Context: an optimization exercise on an open-source flow, tuned for small area. The choices shown serve that exercise and are no tape-out recipe. At most, simulation tests tie the RTL to the original design; equivalence was not proved. No activity file was given, so power comes from the tool's default toggle rates.

==> flow/design.v (excerpt) <==
module via_block (
    input  wire        clk,
    input  wire        rst,
    input  wire        cmd_valid,
    output wire        cmd_ready,
    input  wire [2:0]  cmd_op,       
    input  wire        cmd_unit,     
    input  wire        cmd_debug,    
    input  wire [3:0]  cmd_reg,
    input  wire [31:0] cmd_data,     
    input  wire        i2c_sda_in,   
    input  wire        ser_atn,
    input  wire        ser_clk,
    input  wire        ser_data,
    input  wire [3:0]  joy_data,     
    output reg         rsp_valid,
    output reg  [7:0]  rsp_rdata,
    output reg         rsp_i2c_step,
    output wire        irq1,
    output wire        irq2,
    output wire        pb7_1,
    output wire        pb7_2,
    output reg         i2c_sda_out,
    output reg         i2c_scl_out,
    output reg         joy_latch,
    output reg         joy_clk
);
    reg  [4:0] ph;
    reg        clr;           
    reg        run;
    reg  [5:0] pc;            
    wire       u    = cmd_unit;
    wire [3:0] r    = cmd_reg;
    wire [4:0] rel  = {ph[4] ^ u, ph[3:0]};
    wire       lo   = ~rel[4];
    wire       rend = &rel;
  ...
Size in the first run: roughly 760 cells after synthesis, ~370 flip-flops, about 71 I/O pins.
Settings: LEC_CHECK=0, CAP_MARGIN=20, CORE_MARGIN=2, CORE_UTILIZATION=40, PLACE_DENSITY=0.6, SLEW_MARGIN=20; clock period 10.0 ns.
standard.sh (not shown) runs the stock make flow with config.mk's settings and CLKGATE_MAP_FILE= SYNTH_SCRIPT=/design/flow/synth_recipe.tcl, a recipe that flattens the netlist after the stock synthesis.
==> flow/flow/run.sh <==
#!/bin/bash
set -euo pipefail
export FLOW_WORK="$PWD"
export FLOW_ABC_SCRIPT="$PWD/flow/abc_area_deep.script"
bash standard.sh \
  "SYNTH_SCRIPT=$PWD/flow/synth_deep.tcl" \
  "BUFFER_PORTS_ARGS=-buffer_cell sky130_fd_sc_hd__buf_1" \
  "CTS_ARGS=-sink_clustering_enable -repair_clock_nets -dont_use_dummy_load -buf_list sky130_fd_sc_hd__clkbuf_8 -sink_clustering_size 24 -sink_clustering_max_diameter 45" \
  finish > flow_make.log 2>&1
==> flow/flow/abc_area_deep.script <==
strash
&get -n
&deepsyn -J 200 -T 0
&put
dch -f
&get -n
&nf -R 1000
&put
topo
dnsize -c
==> flow/flow/synth_deep.tcl <==
# The standard synthesis script (synth_recipe.tcl, sourced unchanged), with only the ABC
# script of its technology-mapping call replaced by an area-oriented one (abc_area_deep.script).
# The flip-flops are mapped by dfflibmap before ABC runs, so the registers, their names and
# their cells are those of the standard synthesis.
proc abc {args} {
  set i [lsearch -exact $args -script]
  if {$i >= 0} { lset args [expr {$i + 1}] $::env(FLOW_ABC_SCRIPT) }
  yosys abc {*}$args
}
source $::env(FLOW_WORK)/synth_recipe.tcl
The starting point completed without violations.
Then changed:
==> flow/flow/run.sh (replaced) <==
#!/bin/bash
set -euo pipefail
export FLOW_WORK="$PWD"
export FLOW_ABC_SCRIPT="$PWD/flow/abc_area_deep.script"
bash standard.sh \
  "SYNTH_SCRIPT=$PWD/flow/synth_deep.tcl" \
  "BUFFER_PORTS_ARGS=-buffer_cell sky130_fd_sc_hd__buf_1" \
  "CTS_ARGS=-sink_clustering_enable -repair_clock_nets -dont_use_dummy_load -buf_list sky130_fd_sc_hd__clkbuf_8 -sink_clustering_size 20 -sink_clustering_max_diameter 50" \
  finish > flow_make.log 2>&1
==> flow/flow/abc_area_deep.script (replaced) <==
strash
&get -n
&deepsyn -T 20
&put
dch -f
&get -n
&nf -R 1000
&put
topo
dnsize -c
Cell count came out lower slightly. Worst setup slack got worse by 0.022 ns. First-iteration DRC count came out higher by a few percent. Global-route usage stays flat. Final area came out lower slightly. Die area does not change. Via count is about the same. Utilization came out lower by 0.23 points. Total power came out lower by a few percent. Sequential share of layout area came out higher by 0.34 points. Synthesized cell count does not change.
Then changed:
==> flow/flow/run.sh (replaced) <==
#!/bin/bash
set -euo pipefail
export FLOW_WORK="$PWD"
export FLOW_ABC_SCRIPT="$PWD/flow/abc_area_deep.script"
bash standard.sh \
  "SYNTH_SCRIPT=$PWD/flow/synth_deep.tcl" \
  "BUFFER_PORTS_ARGS=-buffer_cell sky130_fd_sc_hd__buf_1" \
  "CTS_ARGS=-sink_clustering_enable -repair_clock_nets -dont_use_dummy_load -buf_list sky130_fd_sc_hd__clkbuf_4 -sink_clustering_size 10 -sink_clustering_max_diameter 30" \
  finish > flow_make.log 2>&1
==> flow/flow/abc_area_deep.script (replaced) <==
strash
&get -n
&deepsyn -J 200 -T 0
&put
dch -f
&get -n
&nf -R 1000
&put
topo
dnsize -c
- routed wire length rises by 2.0%
- setup slack gains 0.012 ns
- clock-buffer cell count rises by 27
- global-route usage rises by 0.35 points
- core utilization rises by 0.15 points
- critical path depth does not change
- total power rises by 0.95%
- synthesized cell count stays the same
- clock power rises by about 3%
No functional check of the RTL was part of any run of this note.

* * *

build 35:
Another version of the RTL of via_block (not shown whole).
For scale: ~370 flip-flops, roughly 71 I/O pins, roughly 0.0098 mm² of cells after synthesis.
clock: 10.0 ns
lec_check: 0
cap_margin: 0
core_margin: 2
core_utilization: 40
place_density: 0.6
slew_margin: 0
==> flow/flow/run.sh <==
#!/bin/bash
set -euo pipefail
export FLOW_WORK="$PWD"
export FLOW_ABC_SCRIPT="$PWD/flow/abc_area_deep.script"
bash standard.sh \
  "SYNTH_SCRIPT=$PWD/flow/synth_deep.tcl" \
  "BUFFER_PORTS_ARGS=-buffer_cell sky130_fd_sc_hd__buf_1" \
  "CTS_ARGS=-sink_clustering_enable -repair_clock_nets -dont_use_dummy_load -buf_list sky130_fd_sc_hd__clkbuf_8 -sink_clustering_size 20 -sink_clustering_max_diameter 50" \
  finish > flow_make.log 2>&1
==> flow/flow/abc_area_deep.script <==
strash
&get -n
&deepsyn -J 200 -T 0
&put
dch -f
&get -n
&nf -R 1000
&put
topo
dnsize -c
Scripts as last shown in full above: flow/flow/synth_deep.tcl
--- input diff build 35..build 97 ---
- swapping 40 for 60 in CORE_UTILIZATION
- putting GPL_TIMING_DRIVEN at 0 where nothing was set
- swapping 0 for 20 in CAP_MARGIN
- swapping 0 for 20 in SLEW_MARGIN
- swapping 0.6 for 0.8 in PLACE_DENSITY
- putting GPL_ROUTABILITY_DRIVEN at 0 where nothing was set
--- outcome ---
Build 97: cell count along the critical path 1 below build 35. When build 97 is set beside build 35, its global-route usage turns out to be 5.8 points larger. The worst setup slack after placement of build 97 falls short of that of build 35 by 0.19 ns. Build 97 against build 35: final wirelength fell about 6%, count of maximum capacitance violations about even, via count rose 1.3%, core occupancy in the finished layout rose 22 points. Going from build 35 to build 97, the tightest hold margin was found to have gone up by 0.014 ns. Fmax: build 97 lower than build 35. Number of nets still failing antenna checks after routing: build 97 vs build 35 identical. Build 97: transition time at the pin with the least slew margin is 0.076 ns higher than what build 35 reported.
The inputs of build 81 differ from those of build 97 as listed below.
- CORE_UTILIZATION now 70, was 60
- GPL_TIMING_DRIVEN no longer set, was 0
- GPL_ROUTABILITY_DRIVEN no longer set, was 0
- PLACE_DENSITY now 0.85, was 0.8
==> flow/flow/run.sh <==
#!/bin/bash
set -euo pipefail
export FLOW_WORK="$PWD"
export FLOW_ABC_SCRIPT="$PWD/flow/abc_area_deep.script"
bash standard.sh \
  "SYNTH_SCRIPT=$PWD/flow/synth_deep.tcl" \
  "BUFFER_PORTS_ARGS=-buffer_cell sky130_fd_sc_hd__buf_1" \
  "CTS_ARGS=-sink_clustering_enable -repair_clock_nets -dont_use_dummy_load -buf_list sky130_fd_sc_hd__clkbuf_8 -sink_clustering_size 24 -sink_clustering_max_diameter 40" \
  finish > flow_make.log 2>&1
==> comparison <==
Routed wire length grows by more than a quarter when moving from build 97 to build 81.
The count of clock-buffer cells in the layout number comes out higher for build 81 vs build 97.
Relative to build 97, setup slack increased by 0.16 ns in build 81.
Clock transition at the registers of the reported paths essentially unchanged between build 81 and build 97.
Relative to build 97, multi-input gate share of the layout cell area has gone down in build 81.
Async set or reset register ratio after synthesis came out exactly the same in build 81 and build 97.
Comparing build 81 and build 97, the lower worst setup slack after placement was measured on build 97.
Growth of design area from synthesis to finish: build 81 > build 97
| number of fill cells in the layout | build 81 vs build 97 | 424 lower |
Register-to-register setup slack: build 81 < build 97
#### Input delta (build 75 over build 81)
- CORE_UTILIZATION: 70 -> 50
- PLACE_DENSITY: 0.85 -> 0.7
==> flow/flow/run.sh <==
#!/bin/bash
set -euo pipefail
export FLOW_WORK="$PWD"
export FLOW_ABC_SCRIPT="$PWD/flow/abc_area_deep.script"
bash standard.sh \
  "SYNTH_SCRIPT=$PWD/flow/synth_deep.tcl" \
  "BUFFER_PORTS_ARGS=-buffer_cell sky130_fd_sc_hd__buf_1" \
  "CTS_ARGS=-sink_clustering_enable -repair_clock_nets -dont_use_dummy_load -buf_list sky130_fd_sc_hd__clkbuf_8 -sink_clustering_size 20 -sink_clustering_max_diameter 50" \
  finish > flow_make.log 2>&1
==> results.txt <==
- Power per standard cell area on build 75 is down relative to build 81.
- Build 75 vs build 81, routing layer with the top usage in global route: met1 vs met2
- Taking build 81 as the reference, in build 75 detailed placer's ending HPWL moved down, sequential cell area share held, number of nets at the end of the flow lost 9, number of fill cells went up by 120%.
- Global-route usage: build 75 lower than build 81
Input changes introduced in build 56 (baseline for comparison: build 75):
- changing PLACE_DENSITY from 0.7 to 0.6
- changing CORE_UTILIZATION from 50 to 40
--- outcome ---
No run among build 75 and build 56 stopped early or left any final violation; all are clean. On routed wire length, the higher figure sits with build 56, not build 75. Changes observed in build 56 relative to build 75: power grew by 0.55%, final critical-path setup slack now sits lower.

* * *

## v45
via_block, a different RTL version from the one above (not shown whole).
Size in the first run: ~830 cells after synthesis, ~370 flip-flops, roughly 0.011 mm² of cells after synthesis.
Settings: LEC_CHECK=0, CAP_MARGIN=20, CORE_MARGIN=2, CORE_UTILIZATION=40, PLACE_DENSITY=0.6, SLEW_MARGIN=20; clock period 10.0 ns.
==> flow/flow/run.sh <==
#!/bin/bash
# The standard layout (the standard.sh, unchanged synthesis, floorplan, power grid and
# routing) with two placement/CTS settings changed:
#  - the port buffers that global placement inserts are the smallest buffer, buf_1
#    (repair_design still resizes any of them that needs more drive);
#  - CTS without dummy loads, with larger sink clusters.
# Each tool's full output is in ORFS's own logs under orfs/logs; make's output is in
# flow_make.log.
set -euo pipefail
bash standard.sh \
  "BUFFER_PORTS_ARGS=-buffer_cell sky130_fd_sc_hd__buf_1" \
  "CTS_ARGS=-sink_clustering_enable -repair_clock_nets -dont_use_dummy_load -buf_list sky130_fd_sc_hd__clkbuf_8 -sink_clustering_size 20 -sink_clustering_max_diameter 50" \
  finish > flow_make.log 2>&1
Modified inputs, v7 compared to v45
==> flow/run.sh (new file) <==
#!/bin/bash
# synth_recipe.tcl (not shown) runs the flow's synth.tcl, then flattens the netlist and writes it again
# the make line also repeats each setting of config.mk as NAME=value (left out here)
make -C /OpenROAD-flow-scripts/flow DESIGN_CONFIG=/design/flow/config.mk WORK_HOME=/design/flow/orfs CLKGATE_MAP_FILE= SYNTH_SCRIPT=/design/flow/synth_recipe.tcl finish
diff --git a/flow/config.mk b/flow/config.mk
--- a/flow/config.mk
+++ b/flow/config.mk
@@ -9,4 +9,7 @@
 export CORE_MARGIN = 2
 export CORE_UTILIZATION = 40
+export CTS_BUF_LIST = sky130_fd_sc_hd__clkbuf_16
+export CTS_CLUSTER_DIAMETER = 60
+export CTS_CLUSTER_SIZE = 30
 export PLACE_DENSITY = 0.6
 export SLEW_MARGIN = 20
removed: flow/flow/run.sh
removed: flow/standard.sh
On routed wire length: v7 sits above v45.
v7 against v45; non-filler instance count after layout is up slightly.
The share of the clock period used by the worst path reported for v7 is greater than that of v45 by 7.5 points.
Going from v45 to v7, transition time at the pin with the least slew margin shrinks by 0.089 ns.
Looking at worst setup slack after layout, v7 sits 0.75 ns lower than v45 does.
#### Input delta (v17 over v7)
==> flow/flow/run.sh (new file) <==
#!/bin/bash
set -euo pipefail
export FLOW_WORK="$PWD"
export FLOW_ABC_SCRIPT="$PWD/flow/abc_area_deep.script"
bash standard.sh \
  "SYNTH_SCRIPT=$PWD/flow/synth_deep.tcl" \
  "BUFFER_PORTS_ARGS=-buffer_cell sky130_fd_sc_hd__buf_1" \
  "CTS_ARGS=-sink_clustering_enable -repair_clock_nets -dont_use_dummy_load -buf_list sky130_fd_sc_hd__clkbuf_4 -sink_clustering_size 12 -sink_clustering_max_diameter 35" \
  finish > flow_make.log 2>&1
==> flow/flow/abc_area_deep.script (new file) <==
strash
&get -n
&deepsyn -T 20
&put
dch -f
&get -n
&nf -R 1000
&put
topo
dnsize -c
==> flow/flow/synth_deep.tcl (new file) <==
# The standard synthesis script (synth_recipe.tcl, sourced unchanged), with only the ABC
# script of its technology-mapping call replaced by an area-oriented one (abc_area_deep.script).
# The flip-flops are mapped by dfflibmap before ABC runs, so the registers, their names and
# their cells are those of the standard synthesis.
proc abc {args} {
  set i [lsearch -exact $args -script]
  if {$i >= 0} { lset args [expr {$i + 1}] $::env(FLOW_ABC_SCRIPT) }
  yosys abc {*}$args
}
source $::env(FLOW_WORK)/synth_recipe.tcl
==> flow/standard.sh (new file) <==
#!/bin/bash
# synth_recipe.tcl (not shown) runs the flow's synth.tcl, then flattens the netlist and writes it again
# the make line also repeats each setting of config.mk as NAME=value (left out here)
make -C /OpenROAD-flow-scripts/flow DESIGN_CONFIG=/design/flow/config.mk WORK_HOME=/design/flow/orfs CLKGATE_MAP_FILE= SYNTH_SCRIPT=/design/flow/synth_recipe.tcl "${@:-finish}"
diff --git a/flow/config.mk b/flow/config.mk
--- a/flow/config.mk
+++ b/flow/config.mk
@@ -9,7 +9,4 @@
 export CORE_MARGIN = 2
 export CORE_UTILIZATION = 40
-export CTS_BUF_LIST = sky130_fd_sc_hd__clkbuf_16
-export CTS_CLUSTER_DIAMETER = 60
-export CTS_CLUSTER_SIZE = 30
 export PLACE_DENSITY = 0.6
 export SLEW_MARGIN = 20
removed: flow/run.sh
==> results.txt <==
- v17 ended with more sequential portion of the cell area than v7.
- In v17, multiplexer share of the synthesized area is lower than in v7.
- v17 vs. v7: part of the power in the clock network went down by 13 points.
- Multi-input logic area ended up 17% lower on v17 than on v7.
- Diff v7 -> v17 | iteration count of the initial detailed-routing pass | increase of 4
- v17: routed length on met3 is about 100% higher than what v7 reported.
- On delay of the slowest critical-path stage, the higher figure sits with v7, not v17.
- Looking at v17 and v7, the via density per instance is a wash.
- [v17 vs v7] synthesis-to-finish area growth: lower in v17
- v17 vs v7, non-clock buffer count went down by 2.6%.
Modified inputs, v46 compared to v17
==> flow/flow/run.sh <==
#!/bin/bash
set -euo pipefail
export FLOW_WORK="$PWD"
export FLOW_ABC_SCRIPT="$PWD/flow/abc_area_deep.script"
bash standard.sh \
  "SYNTH_SCRIPT=$PWD/flow/synth_deep.tcl" \
  "BUFFER_PORTS_ARGS=-buffer_cell sky130_fd_sc_hd__buf_1" \
  "CTS_ARGS=-sink_clustering_enable -repair_clock_nets -dont_use_dummy_load -buf_list sky130_fd_sc_hd__clkbuf_8 -sink_clustering_size 20 -sink_clustering_max_diameter 50" \
  finish > flow_make.log 2>&1
Notes after the runs:
Diff v17..v46 | synthesized area | unchanged
Wire: v46 routes less than v17
Relative to v17, share of cells above drive strength 1 has gone down in v46.

## port drivers added, routing unchanged
The results above use ideal ports. As a check the final layouts listed here were re-extracted and re-timed, cells and wires unchanged. Step 1: set_driving_cell puts a clkbuf_16 on clk and a buf_2 on each other input, an assumption about the parent block. Step 2 adds t to the input delays and takes it off the output delays; t is the mean of the earliest and latest rising clock arrival at the registers after step 1. Input paths then give back, and output paths get back, about the clock's delay inside the block. a / b / c = ideal ports / drivers / drivers and shift; a / b = the first two.
| run | t, ns | setup slack, ns | pins driven straight from the clock port |
|---|---|---|---|
| the first run of note 1 | 0.601 | 4.449 / 4.418 / 4.418 | 1 |
| the second run of note 1 | 0.569 | 4.427 / 4.395 / 4.395 | 1 |
| the third run of note 1 | 0.661 | 4.438 / 4.406 / 4.406 | 1 |
| build 35 | 0.575 | 3.626 / 3.598 / 3.598 | 1 |
| build 97 | 0.571 | 3.398 / 3.376 / 3.376 | 1 |
| build 81 | 0.556 | 3.559 / 3.537 / 3.537 | 1 |
| build 75 | 0.575 | 3.644 / 3.585 / 3.585 | 1 |
| build 56 | 0.575 | 3.626 / 3.598 / 3.598 | 1 |
| v45 | 0.583 | 4.288 / 4.265 / 4.265 | 1 |
| v7 | 0.587 | 3.539 / 3.516 / 3.516 | 1 |
| v17 | 0.663 | 4.308 / 4.274 / 4.274 | 1 |
| v46 | 0.579 | 4.290 / 4.230 / 4.230 | 1 |
After both steps every run listed still meets setup and hold. For v46, which loses most, drivers alone change the setup slack by -0.060 ns; drivers and shift together by -0.060 ns.
